Background: an optimization exercise with open tools, aiming at small area. Do not read the settings as production practice. The RTL was checked by simulation tests, not by an equivalence proof against the original design. Power figures rest on the tool's default switching activity, not on a simulated workload.

`run.sh`:
```
#!/bin/bash
# synth_recipe.tcl (not shown) runs the flow's synth.tcl, then flattens the netlist and writes it again
# the make line also repeats each setting of config.mk as NAME=value (left out here)
make -C /OpenROAD-flow-scripts/flow DESIGN_CONFIG=/design/flow/config.mk WORK_HOME=/design/flow/orfs CLKGATE_MAP_FILE= SYNTH_SCRIPT=/design/flow/synth_recipe.tcl finish
```
`config.mk`:
```
export PLATFORM = sky130hd
export DESIGN_NAME = pcf2127_rrc
export DESIGN_NICKNAME = pcf2127_rrc
export VERILOG_FILES = /design/flow/design.v
export SDC_FILE = /design/flow/constraint.sdc
export NUM_CORES = 4
export LEC_CHECK = 0
export CAP_MARGIN = 20
export CORE_MARGIN = 2
export CORE_UTILIZATION = 40
export PLACE_DENSITY = 0.6
export SLEW_MARGIN = 20
```
`constraint.sdc`:
```
create_clock -name core_clock -period 14.0 [get_ports {clk}]
set_input_delay 2.8000 -clock core_clock [delete_from_list [all_inputs] [get_ports {clk}]]
set_output_delay 2.8000 -clock core_clock [all_outputs]
set_load 0.01 [all_outputs]
```
`design.v`:
```
module pcf2127_rrc (
    input  wire        clk,
    input  wire        rst,
    input  wire        cmd_valid,
    input  wire [55:0] cmd_word,
    output wire        busy,
    output reg         done,
    output reg  [2:0]  status,
    output reg         bus_init,
    output reg  [7:0]  bus_selid,
    output reg         sel,
    output wire        xfer_req,
    output wire        xfer_rd,
    output wire [7:0]  xfer_txd,
    input  wire        xfer_ack,
    input  wire        xfer_err,
    input  wire [7:0]  xfer_rxd,
    output wire        diag_valid,
    output wire [4:0]  diag_idx,
    output wire [7:0]  diag_val,
    output reg  [7:0]  t_second,
    output reg  [7:0]  t_minute,
    output reg  [7:0]  t_hour,
    output reg  [7:0]  t_day,
    output reg  [7:0]  t_weekday,
    output reg  [7:0]  t_month,
    output reg  [7:0]  t_year
);
    localparam [2:0] S_IDLE  = 3'd0;
    localparam [2:0] S_START = 3'd1;    
    localparam [2:0] S_ADDR  = 3'd2;    
    localparam [2:0] S_DATA  = 3'd3;    
    localparam [2:0] S_SLOT  = 3'd4;    
    localparam [2:0] S_WAIT  = 3'd5;    
    localparam [2:0] S_WALK  = 3'd6;    
    localparam [2:0] S_DIV   = 3'd7;    
    localparam [2:0] K_END  = 3'd0;
    localparam [2:0] K_RD   = 3'd1;
    localparam [2:0] K_WR   = 3'd2;
    localparam [2:0] K_WAIT = 3'd3;
    localparam [2:0] K_WALK = 3'd4;
    localparam [2:0] K_DIV  = 3'd5;
    reg  [207:0] ring;
    reg  [2:0]   state;
    reg  [2:0]   step;
    reg  [3:0]   opc;
    reg  [4:0]   k;
    reg  [4:0]   pos;
    reg  [7:0]   tx;
    reg          inited;
    wire [7:0] r0  = ring[7:0];
    wire [7:0] r1  = ring[15:8];
    wire [7:0] r20 = ring[167:160];
    wire [7:0] r25 = ring[207:200];
    wire [7:0] c_opc = cmd_word[55:48];
    reg        c_inrange;
    always @(*) begin
        case (c_opc)
            8'h05: c_inrange = (cmd_word[47:40] <= 8'd99) && (cmd_word[39:32] <= 8'd12) &&
                               (cmd_word[31:24] <= 8'd31) && (cmd_word[23:16] <= 8'd23) &&
                               (cmd_word[15:8]  <= 8'd59) && (cmd_word[7:0]   <= 8'd59);
            8'h08: c_inrange = (cmd_word[31:24] <= 8'd59) && (cmd_word[23:16] <= 8'd59) &&
                               (cmd_word[15:8]  <= 8'd23) && (cmd_word[7:0]   <= 8'd31);
            8'h0C: c_inrange = (cmd_word[15:0] <= 16'd15359);
            default: c_inrange = 1'b1;
        endcase
    end
    wire c_illegal = (c_opc > 8'h0E);
    wire c_init    = (c_opc == 8'h00);
    wire c_go      = !c_illegal && !c_init && inited && c_inrange;
    wire [2:0] c_code = c_illegal ? 3'd1 : c_init ? 3'd0 : !inited ? 3'd2 : 3'd3;
    reg [2:0] u_kind;
    reg [4:0] u_idx;
    reg [4:0] u_last;
    always @(*) begin
        u_kind = K_END;
        u_idx  = 5'h01;
        u_last = 5'd0;
        case (opc)
            4'h1: if (step == 3'd0) begin u_kind = K_WR; u_idx = 5'h00; u_last = 5'd25; end
            4'h2: case (step)
                    3'd0: begin u_kind = K_RD;   u_idx = 5'h0F; end
                    3'd1: begin u_kind = K_WR;   u_idx = 5'h0F; end
                    3'd2: begin u_kind = K_WAIT;                end
                    3'd3: begin u_kind = K_RD;   u_idx = 5'h0F; end
                    3'd4: begin u_kind = K_WR;   u_idx = 5'h0F; end
                    default: ;
                  endcase
            4'h3: case (step)
                    3'd0: begin u_kind = K_RD; u_idx = 5'h02; end
                    3'd1: begin u_kind = K_RD; u_idx = 5'h12; end
                    3'd2: begin u_kind = K_WR; u_idx = 5'h0F; end
                    3'd3: begin u_kind = K_WR; u_idx = 5'h02; end
                    3'd4: begin u_kind = K_WR; u_idx = 5'h12; end
                    default: ;
                  endcase
            4'h4: case (step)
                    3'd0: begin u_kind = K_RD;   u_idx = 5'h00; u_last = 5'd25; end
                    3'd1: begin u_kind = K_WALK;                u_last = 5'd25; end
                    default: ;
                  endcase
            4'h5: if (step == 3'd0) begin u_kind = K_WR; u_idx = 5'h03; u_last = 5'd6; end
            4'h6: case (step)
                    3'd0: begin u_kind = K_RD;   u_idx = 5'h03; u_last = 5'd6; end
                    3'd1: begin u_kind = K_WALK;                u_last = 5'd6; end
                    default: ;
                  endcase
            4'h7, 4'h9, 4'hB, 4'hD:
                  case (step)
                    3'd0: u_kind = K_RD;
                    3'd1: u_kind = K_WR;
                    default: ;
                  endcase
            4'h8, 4'hA:
                  case (step)
                    3'd0: u_kind = K_RD;
                    3'd1: u_kind = K_WR;
                    3'd2: begin u_kind = K_WR; u_idx = 5'h0A; u_last = 5'd4; end
                    default: ;
                  endcase
            4'hC: case (step)
                    3'd0: u_kind = K_DIV;
                    3'd1: u_kind = K_RD;
                    3'd2: u_kind = K_WR;
                    3'd3: begin u_kind = K_RD; u_idx = 5'h10; end
                    3'd4: begin u_kind = K_WR; u_idx = 5'h10; u_last = 5'd1; end
                    default: ;
                  endcase
            4'hE: case (step)
                    3'd0: u_kind = K_RD;
                    3'd1: u_kind = K_WR;
                    3'd2: begin u_kind = K_WR; u_idx = 5'h10; u_last = 5'd1; end
                    default: ;
                  endcase
            default: ;
        endcase
    end
    wire u_rd   = (u_kind == K_RD);
    wire u_lastk = (k == u_last);
    reg [4:0] u_slot;
    always @(*) begin
        u_slot = k;
        case (opc)
            4'h2: u_slot = (step >= 3'd3) ? 5'd7 : 5'd6;
            4'h3: u_slot = (step == 3'd1 || step == 3'd4) ? 5'd7 : 5'd6;
            4'h5: u_slot = (k[2] && k[1:0] != 2'd0) ? k - 5'd1 : k;
            4'h8: u_slot = (step == 3'd2) ? {3'd0, ~k[1:0]} : 5'd6;
            4'hC: u_slot = step[2] ? (k[0] ? 5'd0 : 5'd7) :
                           (step == 3'd3) ? 5'd7 : 5'd6;
            4'h1, 4'h4, 4'h6: u_slot = k;
            default: u_slot = 5'd6;
        endcase
    end
    wire [6:0] bn    = r0[6:0];                  
    wire [13:0] bprod = bn * 7'd103;
    wire [3:0] btens = bprod[13:10];              
    wire [7:0] bcd   = {btens, bn[3:0] - {btens[2:0], 1'b0} - {btens[0], 3'b000}};
    wire [7:0] frombcd = {r0[7:4], 3'b000} + {2'b00, r0[7:4], 1'b0} + {4'd0, r0[3:0]};
    reg [7:0] wdata;
    always @(*) begin
        wdata = r0;
        case (opc)
            4'h1: case (k)
                    5'd6, 5'd8, 5'd22, 5'd23: wdata = 8'h01;
                    5'd7:  wdata = 8'h06;
                    5'd10, 5'd11, 5'd12, 5'd13, 5'd14: wdata = 8'h80;
                    5'd15: wdata = 8'h07;
                    5'd16: wdata = 8'h03;
                    5'd18: wdata = 8'h40;
                    5'd25: wdata = 8'h08;
                    default: wdata = 8'h00;
                  endcase
            4'h2: wdata = step[2] ? (r0 & ~8'h20) : (r0 | 8'h20);
            4'h3: case (step)
                    3'd2: wdata = 8'h07;
                    3'd3: wdata = r0 | 8'hE0;
                    default: wdata = r0 | 8'h40;
                  endcase
            4'h5: wdata = (k == 5'd4) ? 8'h00 : bcd;
            4'h7: wdata = r0 | 8'h02;
            4'h8: wdata = (step == 3'd1) ? (r0 | 8'h02) : (k == 5'd4) ? 8'h80 : bcd;
            4'h9: wdata = r0 & ~8'h10;
            4'hA: wdata = (step == 3'd1) ? (r0 & ~8'h02) : 8'h80;
            4'hB: wdata = r0 | 8'h01;
            4'hC: wdata = (step == 3'd2) ? (r0 | 8'h01) :
                          k[0] ? r0 : ((r0 & ~8'hC3) | {7'b0100001, r20[6]});
            4'hD: wdata = r0 & ~8'h08;
            4'hE: wdata = (step == 3'd1) ? (r0 & ~8'h01) : k[0] ? 8'h00 : 8'h03;
            default: ;
        endcase
    end
    wire [6:0] dv_r2 = {r0[5:0], r25[7]};
    wire       dv_ge = (dv_r2 >= 7'd60);
    wire [6:0] dv_rn = dv_ge ? dv_r2 - 7'd60 : dv_r2;
    wire hit = (pos == u_slot);
    assign busy       = (state != S_IDLE);
    assign xfer_req   = (state == S_ADDR) || (state == S_DATA);
    assign xfer_rd    = (state == S_DATA) && u_rd;
    assign xfer_txd   = tx;
    assign diag_valid = (state == S_WALK) && !opc[1] && hit;
    assign diag_idx   = k;
    assign diag_val   = r0;
    wire accept = (state == S_IDLE) && cmd_valid;
    reg [7:0] tail;
    always @(*) begin
        tail = r0;
        if (state == S_SLOT && u_rd && hit)
            tail = tx;
        else if (state == S_DIV && pos == 5'd0 && k != 5'd0)
            tail = {r0[6:0], r1[7]};
        else if (state == S_DIV && pos == 5'd1 && k != 5'd8)
            tail = {dv_ge, 1'b1, dv_rn[5:0]};
    end
    always @(posedge clk) begin
        ring <= {tail, ring[207:8]};
        if (accept)
            ring[47:0] <= cmd_word[47:0];
        pos <= (pos == 5'd25) ? 5'd0 : pos + 5'd1;
        if (accept)
            pos <= 5'd0;
    end
    always @(posedge clk) begin
        if (rst) begin
            state    <= S_IDLE;
            inited   <= 1'b0;
            status   <= 3'd0;
            done     <= 1'b0;
            sel      <= 1'b0;
            bus_init <= 1'b0;
        end else begin
            done     <= 1'b0;
            bus_init <= 1'b0;
            case (state)
                S_IDLE: begin
                    if (cmd_valid) begin
                        opc  <= c_opc[3:0];
                        step <= 3'd0;
                        if (c_go) begin
                            state <= S_START;
                        end else begin
                            status <= c_code;
                            done   <= 1'b1;
                            if (c_init) begin
                                bus_selid <= cmd_word[7:0];
                                bus_init  <= 1'b1;
                                inited    <= 1'b1;
                            end
                        end
                    end
                end
                S_START: begin
                    k <= 5'd0;
                    case (u_kind)
                        K_RD, K_WR: begin
                            sel   <= 1'b1;
                            tx    <= {u_rd, 2'b01, u_idx};
                            state <= S_ADDR;
                        end
                        K_WAIT: state <= S_WAIT;
                        K_WALK: state <= S_WALK;
                        K_DIV: begin
                            if (r1[5:0] == 6'd0 && r0 <= 8'd60)
                                step <= step + 3'd1;
                            else
                                state <= S_DIV;
                        end
                        default: begin
                            status <= 3'd0;
                            done   <= 1'b1;
                            state  <= S_IDLE;
                        end
                    endcase
                end
                S_ADDR: begin
                    if (xfer_err) begin
                        sel    <= 1'b0;
                        status <= 3'd4;
                        done   <= 1'b1;
                        state  <= S_IDLE;
                    end else if (xfer_ack) begin
                        state <= u_rd ? S_DATA : S_SLOT;
                    end
                end
                S_SLOT: begin
                    if (hit) begin
                        if (u_rd) begin
                            if (!sel) begin
                                step  <= step + 3'd1;
                                state <= S_START;
                            end else begin
                                k     <= k + 5'd1;
                                state <= S_DATA;
                            end
                        end else begin
                            tx    <= wdata;
                            state <= S_DATA;
                        end
                    end
                end
                S_DATA: begin
                    if (xfer_err) begin
                        sel    <= 1'b0;
                        status <= 3'd4;
                        done   <= 1'b1;
                        state  <= S_IDLE;
                    end else if (xfer_ack) begin
                        if (u_lastk) sel <= 1'b0;
                        if (u_rd) begin
                            tx    <= xfer_rxd;
                            state <= S_SLOT;
                        end else if (u_lastk) begin
                            step  <= step + 3'd1;
                            state <= S_START;
                        end else begin
                            k     <= k + 5'd1;
                            state <= S_SLOT;
                        end
                    end
                end
                S_WAIT: begin
                    if (pos == 5'd0) begin
                        k <= k + 5'd1;
                        if (k == 5'd4) begin
                            step  <= step + 3'd1;
                            state <= S_START;
                        end
                    end
                end
                S_WALK: begin
                    if (hit) begin
                        k <= k + 5'd1;
                        if (u_lastk) begin
                            step  <= step + 3'd1;
                            state <= S_START;
                        end
                    end
                end
                S_DIV: begin
                    if (pos == 5'd1 && k != 5'd8)
                        k <= k + 5'd1;
                    if (pos == 5'd0 && k == 5'd8) begin
                        step  <= step + 3'd1;
                        state <= S_START;
                    end
                end
                default: state <= S_IDLE;
            endcase
        end
    end
    always @(posedge clk) begin
        if (state == S_WALK && opc[1] && hit) begin
            t_year    <= frombcd;
            t_month   <= t_year;
            t_weekday <= t_month;
            t_day     <= t_weekday;
            t_hour    <= t_day;
            t_minute  <= t_hour;
            t_second  <= t_minute;
        end
    end
endmodule
```
==> results of run 1 <==
## sequential cells by signal (all words and copies together) (netlist names), 3 cells and up, named ones only
register / flops
tx: 8
step: 3
status: 3
opc: 4
t_second: 8
bus_selid: 8
state: 3
ring: 208
t_hour: 8
k: 5
pos: 5
t_day: 8
t_weekday: 8
t_minute: 8
t_month: 8
t_year: 8
## placed cells by master, fill, tap and decap left out, types with 11 or more instances in the layout
cell type,count
nor3_1,19
edfxtp_1,84
ha_1,60
clkbuf_16,34
a211oi_1,12
a21oi_1,57
nand2b_1,12
nor2_1,93
inv_1,58
xnor2_1,16
nand4_1,14
nand3_1,28
dfxtp_1,229
nand2_1,202
o211ai_1,12
clkdlybuf4s50_1,163
nor4_1,11
o21ai_0,34
## where the power goes
part	internal, mW	switching (mW)
sequential	1.28	0.165
clock	0.502	0.347
combinational	0.605	0.859
total	2.39	1.37
## per-layer routing
| layer | up-vias | wire length (µm) | GRT usage, % | part of all wire [%] |
|---|---|---|---|---|
| met5 | - | 0 | 0 | 0 |
| met2 | 366 | 15100 | 32.2 | 45 |
| met3 | 40 | 2550 | 3.72 | 7.7 |
| met1 | 4415 | 15100 | 28.5 | 45 |
| li1 | 4474 | - | - | - |
| met4 | 0 | 537 | 4.52 | 1.6 |
## worst max-delay path: stages (launching register included)
cell	delay, ns
edfxtp_1	0.70
inv_1	0.25
ha_1	0.29
inv_1	0.06
ha_1	0.20
nand4bb_1	0.21
a211o_1	0.35
a2111oi_0	0.48
o311ai_1	0.27
a311oi_2	0.40
nand3_1	0.21
nor2_1	0.16
clkdlybuf4s50_1	0.55
## stage by stage
| stage | std cells | setup WS, ns | instance area (µm²) | power (mW) | utilization, % |
|---|---|---|---|---|---|
| 2_1_floorplan | 1191 | 8.32 | 12400 | 2.47 | - |
| 3_3_place_gp | 1701 | 7.19 | 14300 | 2.90 | 46.9 |
| 3_5_place_dp | 1701 | 7.11 | 14300 | 2.92 | 46.9 |
| 4_1_cts | 1757 | 6.48 | 15400 | 3.79 | 50.4 |
| 5_1_grt | 1757 | 6.12 | 15400 | 4.06 | 50.4 |
| 6_report | 1757 | 6.49 | 15400 | 3.76 | 50.4 |
## cell families after synthesis
group | count (synthesis)
buffers and inverters | 117
AND/OR/NAND/NOR | 437
XOR/XNOR | 22
flip-flops | 313
adder cells (fa/ha/maj) | 71
AO/OA/AOI/OAI | 218
multiplexers | 13
## layout make-up
| type | instances | area (µm²) |
|---|---|---|
| clock buffers | 47 | 980 |
| clock inverters | 9 | 96.3 |
| fillers | 2820 | 15200 |
| inverters | 60 | 225 |
| multi-input cells | 761 | 4830 |
| flip-flops and latches | 313 | 7110 |
| well taps | 396 | 495 |
| repair buffers | 171 | 1690 |
## how the worst max path moves through the flow
| stage | from | to | slack (ns) | cells after the start |
|---|---|---|---|---|
| finish | k[0] | diag_valid | 6.49 | 12 |
| global route | k[0] | diag_valid | 6.12 | 12 |
| CTS | k[0] | diag_valid | 6.48 | 12 |
| detailed placement | k[0] | diag_valid | 7.11 | 12 |
| global placement | k[0] | diag_valid | 7.19 | 12 |
| floorplan | k[0] | diag_valid | 8.32 | 11 |
==> notes.md, run 1 <==
Lkg Pwr: 6.20 nW
clk root buf: clkbuf_16
largest net degree at the start of global routing: 57
Ant. Diodes: 0
Synth Area in XOR/XNOR: 1.55%
post-synthesis mux area share: 1.08%
drt wl/cell: 18.9 µm
Synth Instances: 1191
Core ar.: 30600 µm²
CTS Buf Count: 31
drc violations: 0
share of layout cells above drive strength 1: 6.25%
Post-Route WL: 33300 µm
GPL Wtd Cong: 0.902
Worst Max-Slew Pin Slew: 1.03 ns
worst setup path category: reg2out
via count: 9295
maximum fanout along the worst path: 18
Mapped Area: 12400 µm²
Initial Util: 40.6%
cells on worst reg2reg path: 14
Hold Path End: ring[111]
Hold WC Path Type: reg2reg
I/O Buffers: 163
syn_area_per_cell: 10.4 µm²
relative slew slack: 30.9%
Synth top area share: 36.9%
Die Ht: 180 µm
Compound-Gate Fraction of Synth Area: 12.1%
post_cts resized: 0
vias per cell: 5.29
# setup viols final: 0
worst path required time: 11.20 ns
Post-synth EDFFs: 84
# rows: 64
Die ar.: 32500 µm²
number of global-route vias before repair: 9026
CTS sink cnt: 313
Final Slew Violations: 0
GRT Util Overall: 20.1%
Synth Area in Simple Gates: 16.3%
ANT nets after route: 0
num ports: 164
YS warnings: 1
Worst VDD drop: 143 µV
syn_nets: 1330
hold path start: ring[119]
Worst Hold Path Cells: 0
CTS tree: built
sequential share of the synthesized area: 57.2%
chip width: 180 µm
total gr overflow: 0
DP HPWL: 24000 µm
Final Skew: 0.00922 ns
Crit Reg-Reg Startpoint: k[0]
CP arrival: 4.71 ns
nets@finish: 1477
Most used DFF post-synth: dfxtp_1
minimum clock period: 7.51 ns
final hold slack: 0.323 ns
distinct cell type count after synthesis: 81
Tcrit/Tclk final: 53.7%
Post-CTS Setup Bufs: 0
Critical Path Source Type: flip-flop
fmax: 133 MHz
initial DRC count: 817
CTS clk-pin slew, worst paths: 0.06 ns
CTS H-Tree Depth: 1
Layout area overhead: 24.1%
Yosys reg bits: 313
first-pass GRT wire length: 52200 µm
Synth area leader: dfxtp_1
Synth Area in Adders: 7.73%
CTS Buffer Depth: 3
most frequent cell after synthesis: dfxtp_1
top post-synthesis cells by area: dfxtp_1 37%, edfxtp_1 20%, nand2_1 6.1%
main combinational cell family by area after synthesis: simple AND/OR/NAND/NOR gates
Power Dens Cells: 244 nW/µm²
RSZ-0062 raised after global routing: false
Fin Setup TNS: 0 ns
max-cap viol count: 0
worst skew pair latency: 0.57 ns
CP Capture Type: primary output
CTS Hold Bufs: 0
drt first pass iters: 5
outcome: finished clean
initial antenna violation count: 0
flop-to-flop setup slack: 8.82 ns
Async S/R FF share, synth: 0%
synth cell count leaders: 229 x dfxtp_1, 203 x nand2_1, 94 x nor2_1
Final Hold Viols: 0
==> inputs of run 2 (changes only) <==
--- a/design.v
+++ b/design.v
@@ -152,42 +152,53 @@
         endcase
     end
-    wire [6:0] bn    = r0[6:0];                  
-    wire [13:0] bprod = bn * 7'd103;
-    wire [3:0] btens = bprod[13:10];              
-    wire [7:0] bcd   = {btens, bn[3:0] - {btens[2:0], 1'b0} - {btens[0], 3'b000}};
+    function [3:0] add3;
+        input [3:0] x;
+        add3 = (x >= 4'd5) ? x + 4'd3 : x;
+    endfunction
+    wire [3:0] bc1 = add3({1'b0, r0[6:4]});
+    wire [3:0] bc2 = add3({bc1[2:0], r0[3]});
+    wire [3:0] bc3 = add3({bc2[2:0], r0[2]});
+    wire [3:0] bc4 = add3({bc3[2:0], r0[1]});
+    wire [7:0] bcd = {bc1[3], bc2[3], bc3[3], bc4[3], bc4[2:0], r0[0]};
     wire [7:0] frombcd = {r0[7:4], 3'b000} + {2'b00, r0[7:4], 1'b0} + {4'd0, r0[3:0]};
-    reg [7:0] wdata;
+    reg [7:0] am, om;
+    reg       use_bcd;
     always @(*) begin
-        wdata = r0;
+        am = 8'hFF;
+        om = 8'h00;
+        use_bcd = 1'b0;
         case (opc)
-            4'h1: case (k)
-                    5'd6, 5'd8, 5'd22, 5'd23: wdata = 8'h01;
-                    5'd7:  wdata = 8'h06;
-                    5'd10, 5'd11, 5'd12, 5'd13, 5'd14: wdata = 8'h80;
-                    5'd15: wdata = 8'h07;
-                    5'd16: wdata = 8'h03;
-                    5'd18: wdata = 8'h40;
-                    5'd25: wdata = 8'h08;
-                    default: wdata = 8'h00;
-                  endcase
-            4'h2: wdata = step[2] ? (r0 & ~8'h20) : (r0 | 8'h20);
+            4'h1: begin
+                am = 8'h00;
+                om[0] = (k == 5'd6) || (k == 5'd8) || (k == 5'd15) || (k == 5'd16) ||
+                        (k == 5'd22) || (k == 5'd23);
+                om[1] = (k == 5'd7) || (k == 5'd15) || (k == 5'd16);
+                om[2] = (k == 5'd7) || (k == 5'd15);
+                om[3] = (k == 5'd25);
+                om[6] = (k == 5'd18);
+                om[7] = (k >= 5'd10) && (k <= 5'd14);
+            end
+            4'h2: if (step[2]) am = ~8'h20; else om = 8'h20;
             4'h3: case (step)
-                    3'd2: wdata = 8'h07;
-                    3'd3: wdata = r0 | 8'hE0;
-                    default: wdata = r0 | 8'h40;
+                    3'd2: begin am = 8'h00; om = 8'h07; end
+                    3'd3: om = 8'hE0;
+                    default: om = 8'h40;
                   endcase
-            4'h5: wdata = (k == 5'd4) ? 8'h00 : bcd;
-            4'h7: wdata = r0 | 8'h02;
-            4'h8: wdata = (step == 3'd1) ? (r0 | 8'h02) : (k == 5'd4) ? 8'h80 : bcd;
-            4'h9: wdata = r0 & ~8'h10;
-            4'hA: wdata = (step == 3'd1) ? (r0 & ~8'h02) : 8'h80;
-            4'hB: wdata = r0 | 8'h01;
-            4'hC: wdata = (step == 3'd2) ? (r0 | 8'h01) :
-                          k[0] ? r0 : ((r0 & ~8'hC3) | {7'b0100001, r20[6]});
-            4'hD: wdata = r0 & ~8'h08;
-            4'hE: wdata = (step == 3'd1) ? (r0 & ~8'h01) : k[0] ? 8'h00 : 8'h03;
+            4'h5: begin use_bcd = 1'b1; if (k == 5'd4) am = 8'h00; end
+            4'h7: om = 8'h02;
+            4'h8: if (step == 3'd1) om = 8'h02;
+                  else begin use_bcd = 1'b1; if (k == 5'd4) begin am = 8'h00; om = 8'h80; end end
+            4'h9: am = ~8'h10;
+            4'hA: if (step == 3'd1) am = ~8'h02; else begin am = 8'h00; om = 8'h80; end
+            4'hB: om = 8'h01;
+            4'hC: if (step == 3'd2) om = 8'h01;
+                  else if (!k[0]) begin am = ~8'hC3; om = {7'b0100001, r20[6]}; end
+            4'hD: am = ~8'h08;
+            4'hE: if (step == 3'd1) am = ~8'h01;
+                  else begin am = 8'h00; om = k[0] ? 8'h00 : 8'h03; end
             default: ;
         endcase
     end
+    wire [7:0] wdata = ((use_bcd ? bcd : r0) & am) | om;
     wire [6:0] dv_r2 = {r0[5:0], r25[7]};
     wire       dv_ge = (dv_r2 >= 7'd60);
--- a/config.mk
+++ b/config.mk
@@ -6,7 +6,9 @@
 export NUM_CORES = 4
 export LEC_CHECK = 0
+export ABC_AREA = 1
 export CAP_MARGIN = 20
 export CORE_MARGIN = 2
 export CORE_UTILIZATION = 40
+export CTS_BUF_LIST = sky130_fd_sc_hd__clkbuf_4
 export PLACE_DENSITY = 0.6
 export SLEW_MARGIN = 20
==> run 2 against run 1 <==
Compared with the run above:
- routed wire length decreased by 8.0%
- area after synthesis decreased by 8.0%
- largest power group is now registers
- still clean on timing, DRC and antenna
- via count decreased by 5.5%
==> notes.md, run 2 <==
outcome: finished clean
I/O Buffers: 163 (unchanged)
# rows: 61 (-4.7%)
Synth Instances: 1154 (-3.1%)
Worst Max-Slew Pin Slew: 0.941 ns (-0.0912 ns)
CTS Hold Bufs: 0 (unchanged)
Post-synth EDFFs: 84 (unchanged)
cells on worst reg2reg path: 16 (+2)
syn_nets: 1258 (-5.4%)
Final Slew Violations: 0 (unchanged)
Critical Path Source Type: flip-flop
Core ar.: 27900 µm² (-8.7%)
relative slew slack: 36.9% (+6.0 points)
placed standard-cell area: 13400 µm² (-6.4%)
commonest non-fill, non-tap cell in the layout: dfxtp_1
crit path from: k[0]
post-place setup slack: 7.90 ns (+0.789 ns)
CTS Buffer Depth: 3 (unchanged)
num ports: 164 (unchanged)
hold path start: ring[57]
crit-path cells: inv_1 -> ha_1 -> inv_1 -> ha_1 -> inv_1 -> nor2_1 -> nand2_1 -> xor2_1 -> nand2_1 -> nand2_1 -> xor2_1 -> nor2_1 -> inv_1 -> nor2_4 -> and3_1 -> clkdlybuf4s50_1
Layout area overhead: 26.1%
maximum fanout along the worst path: 13 (-5)
synth cell count leaders: 223 x dfxtp_1, 215 x nand2_1, 128 x nor2_1
number of global-route vias before repair: 8756 (-3.0%)
sequential share of the synthesized area: 61.1% (+3.9 points)
main combinational cell family by area after synthesis: simple AND/OR/NAND/NOR gates
final critical-path setup slack: 7.20 ns (+0.716 ns)
post_cts resized: 0 (unchanged)
worst skew pair latency: 0.67 ns (+0.10 ns)
first-pass GRT wire length: 47900 µm (-8.2%)
total gr overflow: 0 (unchanged)
Yosys reg bits: 307 (-1.9%)
Crit Reg-Reg Startpoint: k[0]
clk root buf: clkbuf_4
Reg2Reg Capture Point: k[3]
Lkg Pwr: 6.15 nW (-0.76%)
largest net degree at the start of global routing: 61 (+7.0%)
overall power: 1.90 mW (-49%)
GRT Util Overall: 20.3% (+0.21 points)
nets@finish: 1477 (unchanged)
Synth Area in Simple Gates: 18.2% (+1.9 points)
Hold WC Path Type: reg2reg
Placed Cells incl. Taps: 1673 (-1.6%)
Final Skew: 0.0505 ns (+0.0413 ns)
Worst VDD drop: 51.0 µV (-64%)
GPL Wtd Cong: 0.943 (+4.5%)
Fin Setup TNS: 0 ns (unchanged)
CP arrival: 4.00 ns (-0.71 ns)
Power Dens Cells: 132 nW/µm² (-46%)
CTS H-Tree Depth: 3 (+2)
top post-synthesis cells by area: dfxtp_1 39%, edfxtp_1 22%, nand2_1 7.1%
Synth area leader: dfxtp_1
chip width: 173 µm (-4.0%)
Synth Area in Adders: 3.96% (-3.8 points)
RSZ-0062 raised after global routing: false
drt wl/cell: 16.9 µm (-11%)
CP most frequent cell: inv_1
vias per cell: 4.84 (-8.5%)
CTS clk-pin slew, worst paths: 0.06 ns (about the same)
Compound-Gate Fraction of Synth Area: 7.08% (-5.0 points)
max reg flops: 208 (unchanged)
slowest stage delay, CP: 0.65 ns (-0.05 ns)
worst path required time: 11.20 ns (about the same)
Initial Util: 40.9% (+0.30 points)
Async S/R FF share, synth: 0% (unchanged)
fmax: 147 MHz (+11%)
flop-to-flop setup slack: 9.96 ns (+1.14 ns)
Filler cells: 2650 (-6.0%)
CTS Buf Count: 76 (+150%)
syn_area_per_cell: 9.91 µm² (-5.0%)
Post-Route WL: 30600 µm (-8.0%)
CTS sink cnt: 307 (-1.9%)
Mapped Area: 11400 µm² (-8.0%)
ANT nets after route: 0 (unchanged)
CP Capture Type: primary output
multi-input logic area: 3850 µm² (-20%)
Die Ht: 173 µm (-4.0%)
share of layout cells above drive strength 1: 13.4% (+7.2 points)
Die ar.: 30000 µm² (-7.8%)
Most used DFF post-synth: dfxtp_1
most frequent cell after synthesis: dfxtp_1
Biggest register: ring
minimum clock period: 6.80 ns (-0.716 ns)
DP HPWL: 22900 µm (-4.7%)
Hold Path End: ring[49]
CTS tree: built
# setup viols final: 0 (unchanged)
Tcrit/Tclk final: 48.6% (-5.1 points)
initial antenna violation count: 2 (+2)
Non-Filler Instances: 1815 (+3.3%)
post-synthesis mux area share: 3.55% (+2.5 points)
drc violations: 0 (unchanged)
Final Hold Viols: 0 (unchanged)
most frequent cells in the layout: 223 x dfxtp_1, 214 x nand2_1, 163 x clkdlybuf4s50_1, 128 x nor2_1, 117 x inv_1
Reg area: 6990 µm² (-1.7%)
Synth Area in XOR/XNOR: 0.843% (-0.71 points)
CP max-delay cell: edfxtp_1
initial DRC count: 514 (-37%)
drt first pass iters: 6 (+1)
design area: 14400 µm² (-6.5%)
Post-CTS Setup Bufs: 0 (unchanged)
worst setup path category: reg2out
max-cap viol count: 0 (unchanged)
via count: 8781 (-5.5%)
YS warnings: 1 (unchanged)
Synth top area share: 39.0% (+2.2 points)
distinct cell type count after synthesis: 50 (-38%)
Worst Hold Path Cells: 0 (unchanged)
run 2: power by group:
part	total [mW]	internal [mW]	switching (mW)
clock	0.734	0.379	0.355
sequential	1.00	0.976	0.0252
combinational	0.167	0.0720	0.0953
total	1.90	1.43	0.476
run 2: kinds of logic after synthesis:
logic type | count (synthesis)
AOI/OAI and AO/OA | 139
xor gates and xnor gates | 11
adders and majority gates | 35
buffers and inverters | 149
DFF | 307
muxes | 36
and+or+nand+nor | 477
run 2: worst max-delay path: cells and delay by family, from the launching register on:
kind,cells,cell delay (ns)
AND/OR/NAND/NOR,7,0.89
flip-flops,1,0.65
XOR/XNOR,2,0.28
adder cells (fa/ha/maj),2,0.47
buffers and inverters,5,1.08
run 2: worst max-delay path by stage:
| stage | to | cells past startpoint |
|---|---|---|
| 3_5_place_dp | diag_valid | 16 |
| 5_1_grt | diag_valid | 16 |
| 3_3_place_gp | diag_valid | 16 |
| 6_report | diag_valid | 16 |
| 2_1_floorplan | diag_valid | 16 |
| 4_1_cts | diag_valid | 16 |
run 2: layout make-up:
| cell class | count | share of cell area (%) |
|---|---|---|
| Tap cell | 378 | 3.28 |
| Clock inverter | 33 | 1.26 |
| Multi-Input combinational cell | 698 | 26.7 |
| Antenna cell | 2 | 0.0347 |
| Clock buffer | 107 | 5.57 |
| Sequential cell | 307 | 48.5 |
| Inverter | 124 | 3.23 |
| Timing Repair Buffer | 166 | 11.5 |
run 2: per-stage QoR:
stage	util (%)	hold WS [ns]
floorplan	-	0.310
global placement	48.1	0.310
detailed placement	48.1	0.312
CTS	51.6	0.272
global route	51.6	0.291
finish	51.6	0.289
run 2: per-layer routing:
| metal | GRT usage (%) | vias up | routed length [µm] |
|---|---|---|---|
| met3 | 5.19 | 57 | 1970 |
| met2 | 32.7 | 328 | 14000 |
| met5 | 0 | - | 0 |
| li1 | - | 4329 | - |
| met1 | 26.3 | 4067 | 13900 |
| met4 | 7.94 | 0 | 788 |

==> separate check: timing with driven ports <==
How much do the figures lean on ideal ports? The routed layouts below were timed once more, with nothing changed but the port constraints.
Step 1, drivers: a clkbuf_16 drives clk and a buf_2 each remaining input, both assumed.
Step 2 moves the port delays by t, midway between the first and last clock arrival at a register: inputs arrive t later, outputs are due t later. That takes back most of the time a late clock gives input paths.
Slacks: ideal ports / drivers / drivers and shift; pairs: ideal ports / drivers.
run	t, ns	slack for setup (ns)	worst hold slack (ns)	latest minus earliest clock arrival (ns)
run 1	0.621	6.485 / 6.433 / 7.055	0.323 / 0.323 / 0.323	0.009 / 0.009
run 2	0.692	7.201 / 7.154 / 7.846	0.289 / 0.289 / 0.289	0.055 / 0.054
After both steps every run listed still meets setup and hold.
